What follows belongs to an exercise in optimizing a design on an open flow for small area, a short achievable clock period and few clock cycles per item; a production flow would make more cautious choices. In this exercise RTL edits were held to simulation tests only and were not proved equivalent to the original.

==> v32: inputs <==
// ltae_lut
module ltae_lut (
    input  wire        clk,
    input  wire        rst,
    input  wire        start,
    input  wire [1:0]  op,        
    input  wire [31:0] arg0,
    input  wire [31:0] arg1,
    output wire        busy,
    output reg         done,
    output wire [31:0] result,
    output reg         dom_err
);
    localparam OP_SIN = 2'd0, OP_COS = 2'd1, OP_SQRT = 2'd2, OP_HYPOT = 2'd3;
    localparam I_IDLE = 0,
               I_T1   = 1,    
               I_T2   = 2,    
               I_H1   = 3,    
               I_H2   = 4,    
               I_H3   = 5,    
               I_L    = 6,    
               I_F1   = 7,    
               I_F    = 8,    
               I_HANG = 9,    
               I_K    = 10,   
               I_P    = 11;   
    localparam NS = 12;
    localparam [1:0] O_SIN = 2'd0, O_SQRT = 2'd1, O_RES = 2'd2;
    localparam [23:0] R_2PI = 24'hA2F983,      
                      R_25  = 24'hA3D70A;      
    localparam [30:0] F_100   = 31'h42C80000,
                      F_10000 = 31'h461C4000;  
    reg [NS-1:0] st;
    reg        cosf;
    reg        sa;         
    reg [7:0]  ea;         
    reg [23:0] mxr, myr;   
    reg [31:0] rb;         
    reg [4:0]  k;          
    reg [7:0]  idx;        
    reg [1:0]  osel;
    reg [2:0]  zs;         
    assign busy = ~st[I_IDLE];
    function [6:0] trunc100;
        input [30:0] v;
        begin
            if (v[30:23] < 8'd127)
                trunc100 = 7'd0;
            else
                trunc100 = {1'b1, v[22:17]} >> (8'd133 - v[30:23]);
        end
    endfunction
    wire [31:0] sqrt_v, pk_v;
    wire [30:0] sin_mag;
    ltae_rom_sqrt  u_sqrt (.idx(idx[6:0]), .val(sqrt_v));
    ltae_rom_pow10 u_pow  (.k(k), .val(pk_v));
    wire [6:0] sin_j = idx[6] ? (7'd64 - {1'b0, idx[5:0]}) : {1'b0, idx[5:0]};
    ltae_rom_sin   u_sin  (.idx(sin_j), .val(sin_mag));
    wire [31:0] sin_v = {idx[7] & (sin_mag != 31'd0), sin_mag};
    wire [23:0] fin_m = rb[23:0] + {23'd0, rb[24]};
  ...
Settings: LEC_CHECK=0, ABC_AREA=1, CAP_MARGIN=40, CORE_MARGIN=2, CORE_UTILIZATION=45, SLEW_MARGIN=40, SYNTH_MEMORY_MAX_BITS=65536; clock period 24.0 ns.
standard.sh (not shown) runs the stock make flow with config.mk's settings and CLKGATE_MAP_FILE= SYNTH_SCRIPT=/design/flow/synth_recipe.tcl, a recipe that flattens the netlist after the stock synthesis.
==> flow/flow/run.sh <==
#!/bin/bash
# Own flow: the standard layout (standard synthesis, floorplan, placement,
# CTS, routing) at the design's clock period and constraints, with timing
# repair asked to leave extra setup slack, so the layout is optimized for a
# shorter achieved period. Everything else is the standard flow unchanged.
set -euo pipefail
bash standard.sh synth > log_synth.txt 2>&1
bash standard.sh SETUP_SLACK_MARGIN=13 finish > log_layout.txt 2>&1
==> v26: changes against v32 <==
--- a/flow/design.v
+++ b/flow/design.v
@@ -46,17 +46,76 @@
     wire [7:0]  ineg = c ? nf1 : nf;
     assign idx = tiny ? 8'd0 : (sa ? ineg : ipos);
 endmodule
 module ltae_fmul (
     input  wire [23:0] x,
     input  wire [23:0] y,
     output wire [47:0] p
 );
-    assign p = x * y;
+    localparam NR = 13;                        
+    wire [26:0] yy = {2'b00, y, 1'b0};
+    wire [47:0] row [0:NR+1];
+    reg  [47:0] negs;
+    reg  [47:0] K;
+    integer i;
+    genvar g;
+    generate
+        for (g = 0; g < NR; g = g + 1) begin : pp
+            wire [2:0]  b    = yy[2*g+2:2*g];
+            wire        neg  = b[2];
+            wire        one  = b[1] ^ b[0];
+            wire        two  = (b == 3'b011) | (b == 3'b100);
+            wire [24:0] raw  = ({25{one}} & {1'b0, x}) | ({25{two}} & {x, 1'b0});
+            wire [25:0] r    = {~neg, raw ^ {25{neg}}};
+            wire [73:0] sh   = {48'd0, r} << (2 * g);
+            assign row[g] = sh[47:0];
+        end
+    endgenerate
+    always @* begin
+        negs = 48'd0;
+        K = 48'd0;
+        for (i = 0; i < NR; i = i + 1) begin
+            negs[2*i] = yy[2*i+2];
+            K = K - (48'd1 << (25 + 2*i));
+        end
+    end
+    assign row[NR]   = negs;
+    assign row[NR+1] = K;
+    function [95:0] csa;
+        input [47:0] a, b, c;
+        begin
+            csa = {((a & b) | (a & c) | (b & c)) << 1, a ^ b ^ c};
+        end
+    endfunction
+    wire [47:0] l1 [0:9];
+    wire [47:0] l2 [0:6];
+    wire [47:0] l3 [0:4];
+    wire [47:0] l4 [0:3];
+    wire [47:0] l5 [0:2];
+    wire [47:0] l6 [0:1];
+    assign {l1[1], l1[0]} = csa(row[0],  row[1],  row[2]);
+    assign {l1[3], l1[2]} = csa(row[3],  row[4],  row[5]);
+    assign {l1[5], l1[4]} = csa(row[6],  row[7],  row[8]);
+    assign {l1[7], l1[6]} = csa(row[9],  row[10], row[11]);
+    assign {l1[9], l1[8]} = csa(row[12], row[13], row[14]);
+    assign {l2[1], l2[0]} = csa(l1[0], l1[1], l1[2]);
+    assign {l2[3], l2[2]} = csa(l1[3], l1[4], l1[5]);
+    assign {l2[5], l2[4]} = csa(l1[6], l1[7], l1[8]);
+    assign l2[6] = l1[9];
+    assign {l3[1], l3[0]} = csa(l2[0], l2[1], l2[2]);
+    assign {l3[3], l3[2]} = csa(l2[3], l2[4], l2[5]);
+    assign l3[4] = l2[6];
+    assign {l4[1], l4[0]} = csa(l3[0], l3[1], l3[2]);
+    assign l4[2] = l3[3];
+    assign l4[3] = l3[4];
+    assign {l5[1], l5[0]} = csa(l4[0], l4[1], l4[2]);
+    assign l5[2] = l4[3];
+    assign {l6[1], l6[0]} = csa(l5[0], l5[1], l5[2]);
+    assign p = l6[0] + l6[1];
 endmodule
 module ltae_fmul_rnd (
     input  wire [47:0] p,
     input  wire [9:0]  e,         
     output wire [31:0] y
 );
     wire        hi   = p[47];
     wire [23:0] m    = hi ? p[47:24] : p[46:23];
@@ -184,44 +243,16 @@
     output wire        ok
 );
     wire [19:0] w  = p[47:28] >> zs;              
     wire [7:0]  ni = w[19:12];
     wire [11:0] fr = w[11:0];
     assign n  = ni[6:0];
     assign ok = (ni != 8'd0) & (ni <= 8'd99) & (fr != 12'd0) & (fr != 12'hFFF);
 endmodule
-module ltae_mul2pi (
-    input  wire [23:0] ma,
-    output wire [25:0] qt
-);
-    function [95:0] csa;
-        input [47:0] a, b, c;
-        begin
-            csa = {((a & b) | (a & c) | (b & c)) << 1, a ^ b ^ c};
-        end
-    endfunction
-    wire [47:0] m  = {24'd0, ma};
-    wire [47:0] nm = {24'd0, ~ma};
-    localparam [47:0] K = 48'd0 - (48'hFFFFFF << 0) - (48'hFFFFFF << 7)
-                               - (48'hFFFFFF << 11) - (48'hFFFFFF << 16);
-    wire [47:0] r0 = m << 23, r1 = m << 21, r2 = m << 18, r3 = m << 9, r4 = m << 2;
-    wire [47:0] r5 = nm, r6 = nm << 7, r7 = nm << 11, r8 = nm << 16, r9 = K;
-    wire [47:0] a0, a1, a2, a3, a4, a5, b0, b1, b2, b3, c0, c1, d0, d1, e0, e1;
-    assign {a1, a0} = csa(r0, r1, r2);
-    assign {a3, a2} = csa(r3, r4, r5);
-    assign {a5, a4} = csa(r6, r7, r8);
-    assign {b1, b0} = csa(a0, a1, a2);
-    assign {b3, b2} = csa(a3, a4, a5);
-    assign {c1, c0} = csa(b0, b1, r9);
-    assign {d1, d0} = csa(c0, c1, b2);
-    assign {e1, e0} = csa(d0, d1, b3);
-    wire [47:0] p = e0 + e1;
-    assign qt = p[47:22];
-endmodule
 module ltae_rom_sin (
     input  wire [6:0]  idx,
     output wire [30:0] val
 );
     localparam [4095:0] TAB = 4096'h0000000000000000000000000000000000000000000000000000000000000000000000000000000000000000000000000000000000000000000000000000000000000000000000000000000000000000000000000000000000000000000000000000000000000000000000000000000000000000000000000000000000000000000000000000000000000000000000000000000000000000000000000000000000000000000000000000000000000000000000000000000000000000000000000000000000000000000000000000000000000000000000000000000000000000000000000000000000000000000000000000000000000000000000003F8000003F7FEC433F7FB10F3F7F4E6D3F7EC46D3F7E13243F7D3AAC3F7C3B283F7B14BE3F79C79D3F7853F83F76BA073F74FA0B3F7314473F7109083F6ED89E3F6C835E3F6A09A73F676BD83F64AA593F61C5983F5EBE053F5B941A3F5848533F54DB313F514D3D3F4D9F023F49D1123F45E4033F41D8703F3DAEF93F3968423F3504F33F3085BB3F2BEB4A3F2736563F2267993F1D7FD13F187FC03F13682A3F0E39DA3F08F59B3F039C3D3EFC5D273EF15AEA3EE633753EDAE8803ECF7BCA3EC3EF153EB8442A3EAC7CD43EA09AE53E94A0313E888E933E78CFCC3E605C133E47C5C23E2F10A23E1640833DFAB2733DC8BD363D96A9053D48FB303CC90AB000000000;
     assign val = TAB[{idx, 5'd0} +: 31];
 endmodule
 module ltae_rom_pow10 (
@@ -318,19 +349,18 @@
             else
                 trunc100 = {1'b1, v[22:17]} >> (8'd133 - v[30:23]);
         end
     endfunction
     wire [31:0] sqrt_v, pk_v;
     wire [30:0] sin_mag;
     ltae_rom_sqrt  u_sqrt (.idx(idx[6:0]), .val(sqrt_v));
     ltae_rom_pow10 u_pow  (.k(k), .val(pk_v));
-    wire [6:0] sin_j = idx[6] ? (7'd64 - {1'b0, idx[5:0]}) : {1'b0, idx[5:0]};
-    ltae_rom_sin   u_sin  (.idx(sin_j), .val(sin_mag));
-    wire [31:0] sin_v = {idx[7] & (sin_mag != 31'd0), sin_mag};
+    ltae_rom_sin   u_sin  (.idx(idx[6:0]), .val(sin_mag));
+    wire [31:0] sin_v = {idx[7], sin_mag};
     wire [23:0] fin_m = rb[23:0] + {23'd0, rb[24]};
     wire [7:0]  fin_e = ea + {7'd0, fin_m[23] ^ rb[23]};
     wire [31:0] fin_v = {1'b0, fin_e, fin_m[22:0]};
     assign result = (osel == O_SIN)  ? sin_v :
                     (osel == O_SQRT) ? sqrt_v : fin_v;
     wire [47:0] prod;
     ltae_fmul u_mul (.x(mxr), .y(myr), .p(prod));
     wire [31:0] sq_r;
@@ -349,23 +379,24 @@
     wire [30:0] fk_u = st[I_IDLE] ? arg0[30:0] : {ea, mxr[22:0]};
     wire [4:0]  fk_k;
     wire [23:0] fk_c;
     wire [2:0]  fk_z;
     ltae_fastk u_fk (.u(fk_u), .k(fk_k), .ck(fk_c), .zs(fk_z));
     wire [6:0]  fp_n;
     wire        fp_ok;
     ltae_fastchk u_fc (.p(prod), .zs(zs), .n(fp_n), .ok(fp_ok));
-    wire [25:0] q2pi_in;
-    ltae_mul2pi u_m2p (.ma({1'b1, arg0[22:0]}), .qt(q2pi_in));
     wire        j2pi;
     wire [7:0]  tidx;
     wire        tdom;
     ltae_div2pi_fix u_fix (.qt(rb[25:0]), .j(j2pi));
     ltae_fpack      u_idx (.sa(sa), .ea(ea), .qt(rb[25:0]), .j(j2pi), .idx(tidx), .dom(tdom));
+    wire [7:0]  ti   = {tidx[7:6] + {1'b0, cosf}, tidx[5:0]};
+    wire [6:0]  sin_j = ti[6] ? (7'd64 - {1'b0, ti[5:0]}) : {1'b0, ti[5:0]};
+    wire        sin_neg = ti[7] & (sin_j != 7'd0);
     wire [31:0] v_sum;
     ltae_fadd u_add (.a(rb), .b({1'b0, ea, mxr[22:0]}), .y(v_sum));
     wire a_nan = (arg0[30:23] == 8'hFF) & (arg0[22:0] != 23'd0);
     wire a_inf = (arg0[30:23] == 8'hFF) & (arg0[22:0] == 23'd0);
     wire b_nan = (arg1[30:23] == 8'hFF) & (arg1[22:0] != 23'd0);
     wire b_inf = (arg1[30:23] == 8'hFF) & (arg1[22:0] == 23'd0);
     wire a_neg = arg0[31] & (arg0[30:0] != 31'd0);
     always @(posedge clk) begin
@@ -376,30 +407,31 @@
         end else begin
             done    <= 1'b0;
             dom_err <= 1'b0;
             if (st[I_IDLE] & start) begin
                 cosf <= op[0];
                 sa   <= arg0[31];
                 ea   <= arg0[30:23];
                 mxr  <= {1'b1, arg0[22:0]};
-                myr  <= (op == OP_HYPOT) ? {1'b1, arg0[22:0]} : R_25;
-                rb   <= op[1] ? arg1 : {6'd0, q2pi_in};
+                myr  <= (op == OP_HYPOT) ? {1'b1, arg0[22:0]} :
+                        (op == OP_SQRT)  ? R_25 : R_2PI;
+                rb   <= arg1;
                 k    <= 5'd0;
                 idx  <= {1'b0, trunc100(arg0[30:0])};
                 osel <= O_SQRT;
                 st[I_IDLE] <= 1'b0;
                 case (op)
                     OP_SIN, OP_COS:
                         if (arg0[30:23] == 8'hFF) begin
                             done    <= 1'b1;
                             dom_err <= 1'b1;
                             st[I_IDLE] <= 1'b1;
                         end else
-                            st[I_T2] <= 1'b1;
+                            st[I_T1] <= 1'b1;
                     OP_SQRT:
                         if (a_nan | a_neg) begin
                             done    <= 1'b1;
                             dom_err <= 1'b1;
                             st[I_IDLE] <= 1'b1;
                         end else if (a_inf)
                             st[I_HANG] <= 1'b1;
                         else if (arg0[30:0] >= F_10000) begin
@@ -419,18 +451,23 @@
                             dom_err <= 1'b1;
                             st[I_IDLE] <= 1'b1;
                         end else if (a_inf | b_inf)
                             st[I_HANG] <= 1'b1;
                         else
                             st[I_H1] <= 1'b1;
                 endcase
             end
+            if (st[I_T1]) begin
+                rb[25:0] <= prod[47:22];
+                st[I_T1] <= 1'b0;
+                st[I_T2] <= 1'b1;
+            end
             if (st[I_T2]) begin
-                idx     <= {tidx[7:6] + {1'b0, cosf}, tidx[5:0]};
+                idx     <= {sin_neg, sin_j};
                 osel    <= O_SIN;
                 done    <= 1'b1;
                 dom_err <= tdom;
                 st[I_T2]   <= 1'b0;
                 st[I_IDLE] <= 1'b1;
             end
             if (st[I_H1]) begin
                 rb  <= sq;                          
==> flow/flow/run.sh (replaced) <==
#!/bin/bash
# Own flow: the standard layout at the design's clock period and
# constraints, with two changes in how it is made:
#  - synthesis is the standard one except that full/half adders are not
#    extracted into adder cells (ADDER_MAP_FILE empty), so ABC maps the
#    arithmetic as ordinary gates; registers are unchanged;
#  - timing repair is asked to leave extra setup slack, so the layout is
#    optimized for a shorter achieved period.
set -euo pipefail
bash standard.sh ADDER_MAP_FILE= synth > log_synth.txt 2>&1
bash standard.sh SETUP_SLACK_MARGIN=15 finish > log_layout.txt 2>&1
==> v17: changes against v32 <==
==> flow/run.sh (new file) <==
#!/bin/bash
# synth_recipe.tcl (not shown) runs the flow's synth.tcl, then flattens the netlist and writes it again
# the make line also repeats each setting of config.mk as NAME=value (left out here)
make -C /OpenROAD-flow-scripts/flow DESIGN_CONFIG=/design/flow/config.mk WORK_HOME=/design/flow/orfs CLKGATE_MAP_FILE= SYNTH_SCRIPT=/design/flow/synth_recipe.tcl finish
removed: flow/flow/run.sh
removed: flow/standard.sh
==> qor summary <==
item                                                                                      v32                        v17                               v26
Capture point of the worst reg-to-reg path                                        u_fix.r0[5]                     idx[2]                            mxr[5]
Least-Margin Pin Slew                                                                 1.06 ns                   0.978 ns                          0.991 ns
Vias                                                                                   68,500                     66,600                            87,800
Placement Cell Area                                                              63,600 sq um               63,600 sq um                      61,400 sq um
Initial DRC count                                                                       8,642                      8,149                            13,300
Run status                                                           timing/DRC/antenna clean   timing/DRC/antenna clean          timing/DRC/antenna clean
Wire length of the first global-routing pass                                  417,000 microns            407,000 microns                   484,000 microns
Net count after synthesis                                                              10,700                     10,700                            12,400
Comb_multi_in                                                                           7,133                      7,130                            10,300
Unrepaired setup endpoints after global routing                                           yes                         no                               yes
Share of synthesized area occupied by flip-flops and latches                            5.64%                      5.64%                             5.81%
Slowest cell on crit path                                               sky130_fd_sc_hd__fa_1  sky130_fd_sc_hd__edfxtp_1  sky130_fd_sc_hd__clkdlybuf4s50_1
Leading area contributor after synthesis                                sky130_fd_sc_hd__fa_1      sky130_fd_sc_hd__fa_1          sky130_fd_sc_hd__nand2_1
Cells after DPL                                                                        11,100                     11,100                            13,800
Share of final layout cell area taken by clock buffers and inverters                   0.848%                     0.907%                            0.928%
Initial cell density of the core                                                        45.4%                      45.4%                             45.2%
Pre-CTS WS                                                                           10.32 ns                   10.32 ns                          13.00 ns
Clock-pin slew of the registers on the worst-case setup and hold paths                0.07 ns                    0.07 ns                           0.06 ns
Crit path depth                                                                            51                         69                                14
Synth cell types                                                                           82                         82                                89
Proportion of cell area occupied by registers                                           4.98%                      5.33%                             5.21%
Testbench counts of v32, summed over its fixed seeds: cycles 11,381, items 4,000.
Testbench counts of v26, summed over its fixed seeds: cycles 13,411, items 4,000.
Testbench counts of v17, summed over its fixed seeds: cycles 11,381, items 4,000.

afterwards: timing with drivers on the ports:
The results above use ideal ports. As a check the final layouts listed here were re-extracted and re-timed, cells and wires unchanged.
Step 1 (the two cells are an assumption about what drives the block):
set clk [get_ports {clk}]
set_driving_cell -lib_cell sky130_fd_sc_hd__clkbuf_16 $clk
set_driving_cell -lib_cell sky130_fd_sc_hd__buf_2 [delete_from_list [all_inputs] $clk]
Step 2 times the ports against the registers' clock, not the clock port: input delays grow and output delays shrink by t, the midpoint of the rising clock arrivals with the driver on.
Slacks: no drivers / after step 1 / after step 2; pairs: no drivers / after step 1.
| run | t, ns | setup WS [ns] | worst setup path after step 2 | slew at the worst register clock pin (ns) |
|---|---|---|---|---|
| v32 | 0.532 | 13.063 / 13.063 / 12.733 | input to register | 0.07 / 0.07 |
| v26 | 0.565 | 14.711 / 14.630 / 14.582 | input to register | 0.07 / 0.07 |
| v17 | 0.541 | 9.995 / 9.995 / 9.995 | register to register | 0.07 / 0.07 |
After both steps setup and hold are still met in every run listed. The setup slack of v32, which loses most, moves by 0.000 ns with the drivers and by -0.330 ns with both steps.
